This is an optimization exercise on Yosys and OpenROAD, whose aim is small area and few clock cycles, not a production implementation.
Function was checked by simulation only, so behaviour that the tests miss may differ from the original.
Power and IR drop assume default switching activity.

==> flow/design.v <==
module mtfd (
    input  wire        clk,
    input  wire        rst,
    input  wire        abort,
    input  wire        arm,
    input  wire        rx_fault,
    input  wire        rx_valid,
    input  wire        tick,
    input  wire [7:0]  rx_data,
    input  wire [31:0] timeout_load,
    input  wire [7:0]  pay_addr,
    output wire        ready,
    output wire [2:0]  st,
    output wire        busy,
    output wire        done,
    output wire        frame_valid,
    output wire [3:0]  flags,
    output wire [7:0]  r_len,
    output wire [15:0] r_cmd,
    output wire [7:0]  r_fcs,
    output wire [1:0]  r_class,
    output wire [7:0]  pay_data,
    output wire [31:0] budget,
    output wire        v_valid,
    output wire        v_malformed,
    output wire [7:0]  v_transport_rev,
    output wire [7:0]  v_product_id,
    output wire [7:0]  v_major,
    output wire [7:0]  v_minor,
    output wire [7:0]  v_patch,
    output wire [15:0] v_build_rev,
    output wire [1:0]  v_chip,
    output wire [1:0]  v_compat
);
    localparam [7:0] START_BYTE = 8'hFE;
    localparam [7:0] LEN_MAX_RX = 8'd250;
    localparam integer DEPTH = 253;
    localparam [2:0] S_IDLE = 3'd0, S_AWAIT = 3'd1, S_SUCCESS = 3'd2,
                     S_TIMEOUT = 3'd3, S_PERR = 3'd4;
    localparam integer F_SKIP = 0, F_CSERR = 1, F_LENERR = 2, F_TRAIL = 3;
    reg [2:0]          st_q;
    reg [8:0]          blen_q;     
    reg [8:0]          rp_q;       
    reg [7:0]          acc_q;      
    reg [8:0]          fe_q;       
    reg                fev_q;      
    reg [3:0]          flags_q;
    reg [31:0]         budget_q;
    reg                tick_pend_q;  
    reg [7:0]          len_q;      
    reg [15:0]         cmd_q;      
    reg [8*7-1:0]      vp_q;       
    reg [7:0]          fcs_q;
    reg [8*DEPTH-1:0]  buf_q;
    wire succ      = (st_q == S_SUCCESS);
    wire replaying = (st_q == S_AWAIT) && (rp_q != blen_q);
    assign ready = !replaying;
    wire accept = ready && !rst;
    wire [8:0] roff  = succ ? ({1'b0, pay_addr} + 9'd4) : rp_q;
    wire [8:0] rpos  = blen_q - 9'd1 - roff;
    wire [7:0] rbyte = buf_q[rpos*8 +: 8];
    reg [2:0]  st_n;
    reg [8:0]  blen_n;
    reg [8:0]  rp_n;
    reg [7:0]  acc_n;
    reg [8:0]  fe_n;
    reg        fev_n;
    reg [3:0]  flags_n;
    reg [31:0] budget_n;
    reg        tick_pend_n;
    reg [7:0]  fcs_n;
    reg        proc;        
    reg        incoming;    
    reg [7:0]  b;
    reg [8:0]  ball;        
    reg [7:0]  cand_len;
    reg        cut;         
    reg        tick_req;
    reg [8:0]  idx;         
    always @(*) begin
        st_n        = st_q;
        blen_n      = blen_q;
        rp_n        = rp_q;
        acc_n       = acc_q;
        fe_n        = fe_q;
        fev_n       = fev_q;
        flags_n     = flags_q;
        budget_n    = budget_q;
        fcs_n       = fcs_q;
        tick_pend_n = 1'b0;
        proc        = 1'b0;
        incoming    = 1'b0;
        b           = rbyte;
        ball        = blen_q;
        cand_len    = len_q;
        cut         = 1'b0;
        tick_req    = 1'b0;
        idx         = 9'd0;
        if (rst) begin
            st_n        = S_IDLE;
            blen_n      = 9'd0;
            rp_n        = 9'd0;
            acc_n       = 8'd0;
            fev_n       = 1'b0;
            flags_n     = 4'd0;
            budget_n    = 32'd0;
        end else if (replaying) begin
            proc     = 1'b1;
            tick_req = tick_pend_q;
        end else begin
            tick_req = tick;
            if (abort) begin
                st_n     = S_IDLE;
                blen_n   = 9'd0;
                rp_n     = 9'd0;
                acc_n    = 8'd0;
                fev_n    = 1'b0;
                flags_n  = 4'd0;
                budget_n = 32'd0;
            end
            if (arm) begin
                st_n     = S_AWAIT;
                blen_n   = 9'd0;
                rp_n     = 9'd0;
                acc_n    = 8'd0;
                fev_n    = 1'b0;
                flags_n  = 4'd0;
                budget_n = timeout_load;
            end
            if (rx_fault && st_n == S_AWAIT) begin
                st_n   = S_PERR;
                blen_n = 9'd0;
                rp_n   = 9'd0;
                acc_n  = 8'd0;
                fev_n  = 1'b0;
            end
            if (rx_valid) begin
                if (st_n == S_AWAIT) begin
                    proc     = 1'b1;
                    incoming = 1'b1;
                    b        = rx_data;
                    ball     = blen_n + 9'd1;
                end else if (st_n == S_SUCCESS) begin
                    flags_n[F_TRAIL] = 1'b1;
                end
            end
        end
        idx = rp_n;
        if (proc) begin
            if (rp_n == 9'd0) begin
                if (b == START_BYTE) begin
                    rp_n   = 9'd1;
                    blen_n = ball;
                end else begin
                    flags_n[F_SKIP] = 1'b1;
                    blen_n = ball - 9'd1;
                end
                acc_n = 8'd0;
                fev_n = 1'b0;
            end else begin
                if (!fev_n && b == START_BYTE) begin
                    fe_n  = rp_n;
                    fev_n = 1'b1;
                end
                if (rp_n == 9'd1)
                    cand_len = b;
                if (rp_n == 9'd1 && b > LEN_MAX_RX) begin
                    flags_n[F_LENERR] = 1'b1;
                    cut = 1'b1;
                end else if (rp_n == {1'b0, cand_len} + 9'd4) begin
                    if (b == acc_n) begin
                        fcs_n  = b;
                        st_n   = S_SUCCESS;
                        if (rp_n + 9'd1 != ball)
                            flags_n[F_TRAIL] = 1'b1;
                        blen_n = ball;
                        rp_n   = ball;
                    end else begin
                        flags_n[F_CSERR] = 1'b1;
                        cut = 1'b1;
                    end
                end else begin
                    blen_n = ball;
                    rp_n   = rp_n + 9'd1;
                    acc_n  = acc_n ^ b;
                end
                if (cut) begin
                    flags_n[F_SKIP] = 1'b1;
                    acc_n = 8'd0;
                    if (fev_n) begin
                        blen_n = ball - fe_n;
                        rp_n   = 9'd1;
                    end else begin
                        blen_n = ball - rp_n - 9'd1;
                        rp_n   = 9'd0;
                    end
                    fev_n = 1'b0;
                end
            end
        end
        if (tick_req && st_n == S_AWAIT) begin
            if (rp_n != blen_n) begin
                tick_pend_n = 1'b1;
            end else if (budget_n <= 32'd1) begin
                budget_n = 32'd0;
                st_n     = S_TIMEOUT;
                blen_n   = 9'd0;
                rp_n     = 9'd0;
                acc_n    = 8'd0;
                fev_n    = 1'b0;
            end else begin
                budget_n = budget_n - 32'd1;
            end
        end
    end
    always @(posedge clk) begin
        st_q        <= st_n;
        blen_q      <= blen_n;
        rp_q        <= rp_n;
        acc_q       <= acc_n;
        fe_q        <= fe_n;
        fev_q       <= fev_n;
        flags_q     <= flags_n;
        budget_q    <= budget_n;
        tick_pend_q <= tick_pend_n;
        fcs_q       <= fcs_n;
        if (proc) begin
            if (idx == 9'd1)  len_q        <= b;
            if (idx == 9'd2)  cmd_q[15:8]  <= b;
            if (idx == 9'd3)  cmd_q[7:0]   <= b;
            if (idx == 9'd4)  vp_q[7:0]    <= b;
            if (idx == 9'd5)  vp_q[15:8]   <= b;
            if (idx == 9'd6)  vp_q[23:16]  <= b;
            if (idx == 9'd7)  vp_q[31:24]  <= b;
            if (idx == 9'd8)  vp_q[39:32]  <= b;
            if (idx == 9'd9)  vp_q[47:40]  <= b;
            if (idx == 9'd10) vp_q[55:48]  <= b;
        end
    end
    wire shift_in = incoming;
    genvar gi;
    generate
        for (gi = 0; gi < DEPTH; gi = gi + 1) begin : g_buf
            if (gi == 0) begin : g_bot
                always @(posedge clk)
                    if (shift_in) buf_q[7:0] <= rx_data;
            end else begin : g_up
                always @(posedge clk)
                    if (shift_in) buf_q[gi*8 +: 8] <= buf_q[(gi-1)*8 +: 8];
            end
        end
    endgenerate
    assign st          = st_q;
    assign busy        = (st_q == S_AWAIT);
    assign done        = (st_q == S_SUCCESS) || (st_q == S_TIMEOUT) ||
                         (st_q == S_PERR);
    assign frame_valid = succ;
    assign flags       = flags_q;
    assign budget      = budget_q;
    assign r_len = len_q;
    assign r_cmd = cmd_q;
    assign r_fcs = fcs_q;
    assign r_class = (r_cmd == 16'h6102) ? 2'd3 :
                     (r_cmd == 16'h2102) ? 2'd2 :
                     (r_cmd == 16'h4100) ? 2'd1 : 2'd0;
    assign pay_data = rbyte;
    wire is_vresp = frame_valid && (r_class == 2'd3);
    assign v_valid         = is_vresp && (r_len >= 8'd9);
    assign v_malformed     = is_vresp && (r_len <  8'd9);
    assign v_transport_rev = vp_q[7:0];
    assign v_product_id    = vp_q[15:8];
    assign v_major         = vp_q[23:16];
    assign v_minor         = vp_q[31:24];
    assign v_patch         = vp_q[39:32];
    assign v_build_rev     = {vp_q[55:48], vp_q[47:40]};
    assign v_chip = (v_product_id == 8'h00) ? 2'd2 :    
                    (v_product_id == 8'h01) ? 2'd3 :    
                    (v_product_id == 8'h02) ? 2'd1 :    
                                              2'd0;     
    assign v_compat = (v_product_id == 8'h00) ? 2'd2 :
                      (v_product_id == 8'h01 || v_product_id == 8'h02) ?
                          ((v_major >= 8'd2) ? 2'd1 : 2'd2) :
                          2'd0;
endmodule
==> flow/run.sh <==
#!/bin/bash
# synth_recipe.tcl (not shown) runs the flow's synth.tcl, then flattens the netlist and writes it again
# the make line also repeats each setting of config.mk as NAME=value (left out here)
make -C /OpenROAD-flow-scripts/flow DESIGN_CONFIG=/design/flow/config.mk WORK_HOME=/design/flow/orfs CLKGATE_MAP_FILE= SYNTH_SCRIPT=/design/flow/synth_recipe.tcl finish
==> flow/config.mk <==
export PLATFORM = sky130hd
export DESIGN_NAME = mtfd
export DESIGN_NICKNAME = mtfd
export VERILOG_FILES = /design/flow/design.v
export SDC_FILE = /design/flow/constraint.sdc
export NUM_CORES = 4
export LEC_CHECK = 0
export CAP_MARGIN = 20
export CORE_MARGIN = 2
export CORE_UTILIZATION = 40
export PLACE_DENSITY = 0.6
export SLEW_MARGIN = 20
==> flow/constraint.sdc <==
create_clock -name core_clock -period 12.0 [get_ports {clk}]
set_input_delay 2.4000 -clock core_clock [delete_from_list [all_inputs] [get_ports {clk}]]
set_output_delay 2.4000 -clock core_clock [all_outputs]
set_load 0.01 [all_outputs]
==> run notes <==
[critical path, delay by kind of cell]
kind	cells	cell delay [ps]
AOI/OAI and AO/OA	18	3490
xor gates and xnor gates	1	110
adders and majority gates	4	1850
buffers and inverters	6	1360
muxes	4	1000
and+or+nand+nor	9	2230
[layout by cell type (no fill, tap or decap), types with 31 or more instances in the layout]
master	synthesis	final
mux2i_1	100	98
clkinv_2	0	40
dfxtp_1	67	67
edfxtp_1	2121	2121
nand2_1	383	379
a21oi_1	121	119
o21ai_0	76	70
clkdlybuf4s50_1	0	201
and2_1	46	45
and3_1	47	47
a22oi_1	38	38
clkbuf_16	0	221
nor2_1	133	129
clkinv_1	1	39
ha_1	34	31
clkbuf_1	109	54
buf_12	0	49
buf_4	49	431
nand3_1	93	93
nor3_1	61	52
inv_1	48	47
mux4_2	504	504
xnor2_1	43	42
[metrics by stage]
step / area [um2] / utilization / total power [mW] / hold WS [ps]
CTS: 104800 / 0.4760 / 22.12 / 418.9
global route: 105200 / 0.4777 / 22.85 / 430.3
detailed placement: 97690 / 0.4437 / 15.27 / 426.1
finish: 105200 / 0.4777 / 22.04 / 421.8
floorplan: 89010 / - / 11.80 / 418.0
global placement: 97670 / 0.4436 / 15.27 / 422.7
[final cells by class]
cell class | count | area, um2
timing repair buffer | 693 | 6444
multi-input combinational | 2234 | 22690
inverter | 51 | 207.7
tap | 2958 | 3701
sequential | 2188 | 65030
fill | 18310 | 115000
clock inverter | 128 | 1410
antenna | 1 | 2.502
clock buffer | 273 | 5683
[synth_stat cells, types with 17 or more instances]
master	count	area share
a22oi_1	38	0.0032
o22ai_1	23	0.0016
a31oi_1	30	0.0021
dfxtp_1	67	0.015
o21ai_0	76	0.0043
buf_2	102	0.0057
nand4_1	29	0.0020
o31ai_1	20	0.0017
clkbuf_1	109	0.0046
xnor2_1	43	0.0042
edfxtp_1	2121	0.72
a22o_1	17	0.0017
ha_1	34	0.0048
a221oi_1	28	0.0028
mux2i_1	100	0.011
a2111oi_0	32	0.0032
a21oi_1	121	0.0068
and2_1	46	0.0032
mux4_2	504	0.13
a211oi_1	17	0.0014
nand2_1	383	0.016
nor3_1	61	0.0034
xor2_1	23	0.0023
and3_1	47	0.0033
nand3_1	93	0.0052
buf_4	49	0.0041
nor4_1	26	0.0018
inv_1	48	0.0020
nor2_1	133	0.0056
[worst max-delay path by stage]
stage / from / endpoint / slack, ps
6_report: pay_addr[0] / budget_q[7] / 290
5_1_grt: pay_addr[0] / budget_q[7] / -80
4_1_cts: pay_addr[0] / budget_q[10] / 20
3_5_place_dp: pay_addr[0] / budget_q[10] / -1060
3_3_place_gp: pay_addr[0] / budget_q[17] / -1170
2_1_floorplan: arm / budget_q[7] / -2170
[cells by family after synthesis]
| family | share of synthesized area |
|---|---|
| compound gates | 0.04680 |
| xor+xnor | 0.006691 |
| fa+ha+maj | 0.005578 |
| buf+inv | 0.01745 |
| flops | 0.7322 |
| mux | 0.1420 |
| simple gates | 0.04933 |
[state kept, by name (all words and copies together), names as in the netlist]
register / flops
fev_q: 1
budget_q: 32
fe_q: 9
rp_q: 9
flags_q: 4
st_q: 3
fcs_q: 8
len_q: 8
tick_pend_q: 1
cmd_q: 16
blen_q: 9
acc_q: 8
vp_q: 56
buf_q: 2024
[power by group through the flow]
stage / Sequential (mW) / Clock [mW] / Combinational, mW
2_1_floorplan: 8.79 / 0 / 3.01
3_5_place_dp: 8.76 / 0 / 6.51
3_3_place_gp: 8.76 / 0 / 6.51
5_1_grt: 8.60 / 7.27 / 6.98
6_report: 8.60 / 6.83 / 6.61
4_1_cts: 8.60 / 6.98 / 6.54
[routing by layer]
| layer | part of all wire | vias up | GRT usage |
|---|---|---|---|
| met5 | 0.00013 | - | 0 |
| met4 | 0.023 | 4 | 0.04910 |
| met3 | 0.065 | 303 | 0.03197 |
| met2 | 0.46 | 1717 | 0.2751 |
| met1 | 0.45 | 25110 | 0.2723 |
| li1 | - | 20820 | - |
[what timing repair did]
item                       4_1_cts  5_1_grt
setup buffers                    0       14
gates cloned                     0        3
setup endpoints to repair       51       60
gates resized for setup          4       33
pin swaps                        0        3
hold buffers                     0        0
==> run notes <==
Synth-to-Final Area Change 18.40%; clock network power share 0.310; worst skew pair latency 870 ps; Final setup viols 0; syn_area_per_cell 18.71 um2; EDFF count, synth 2121; drt total wl 207.9 mm; share of cells above drive strength 1 0.2558; static leakage 29.06 nW; sequential fraction of the synthesis area 0.7322; ys flop type edfxtp_1; dpl cells 8107; Mapped Area 0.08882 mm2; vias in the first global route 48.36k; gpl congestion 0.9136; max-slew violations 0; CTS max path bufs 3; pin count of the biggest net entering global routing 186; Setup crit end kind register; setup slack at placement -1060 ps; fmax 85.37 MHz; drt first pass iters 5; WP data arrival 12460 ps; FF+latch count, synth 2188; fin nets 5476; num ports 202; clock transition at the registers of the reported paths 60 ps; total CTS buffers 216; Die W 475.2 um; root buf cell clkbuf_16; max-cap viol count 0; DRT iter0 DRCs 4751; sequential group share of total power 0.390; Worst Hold Depth 0; Initial Utilization 0.4034; FF-to-FF End budget_q[7]; switch share 0.3187; Synth cell types 99; first-pass GRT wire length 314.6 mm; Syn. warnings 1; Std-Cell Rows 172; CORE AREA 0.2202 mm2; Net Sw Power 7.024 mW; worst r2r src st_q[1]; GRT overflow 0; die area 0.2258 mm2; Final period util 0.9761; DPL Wire Length 132.3 mm; Synth Net Count 4839; status timing/DRC/antenna clean; post-route ant nets 0; Int Pwr 15.02 mW; final hold vios 0; Pwr Density 209.6 mW/mm2; GRT Resource Usage Total 0.1820; # clock sinks 2188; Cells after Synth 4747; Reg2Reg Depth 43; initial antenna violation count 5; setup tns final 0 ps; critical path fanouts, max 15; final setup margin 286.3 ps; slowest cell delay on critical path 870 ps; # H-tree levels 4; Die Y 475.2 um; asr flop ratio synth 0; Port Buffers 201; Avg WL per Cell 24.38 um; nature of the critical path startpoint input port; Critical-path top delay cell fa_4; kind of critical path input port to register; Hold Startpoint buf_q[692]; Post-route DRC 0; r2r setup slk 1210 ps; Worst Hold End buf_q[700]; CTS tree built; Slew Limit Headroom 0.2009; Post-Layout Cell Count 8526; HP Class register to register; vias per cell 5.624; power share of the combinational group 0.300; CP required 12740 ps; Final min period 11710 ps; skew final 48.67 ps; Worst-Margin Slew 1188 ps; maximum VDD drop 173.4 uV; vias post-DR 47.95k
Testbench counts, summed over its fixed seeds: cycles 26,644.

==> static timing again, ports no longer ideal <==
Ports are ideal in the flow. The routed layout listed here was re-timed in OpenROAD.
Step 1: set_driving_cell puts a clkbuf_16 on clk and a buf_2 on each other input, an assumption about the parent block.
Step 2 moves the port delays by t, midway between the first and last clock arrival at a register: inputs arrive t later, outputs are due t later. That takes back most of the time a late clock gives input paths.
Slacks: ideal / step 1 / step 2; pairs: ideal / step 1.
shift t [ns]: 0.934
slack for setup (ns): 0.286 / 0.316 / -0.619
worst register clock-pin slew, ns: 0.07 / 0.07
Met with ideal ports but missed after step 2: setup timing in this run. For this run, drivers alone change the setup slack by +0.030 ns; drivers and shift together by -0.905 ns.
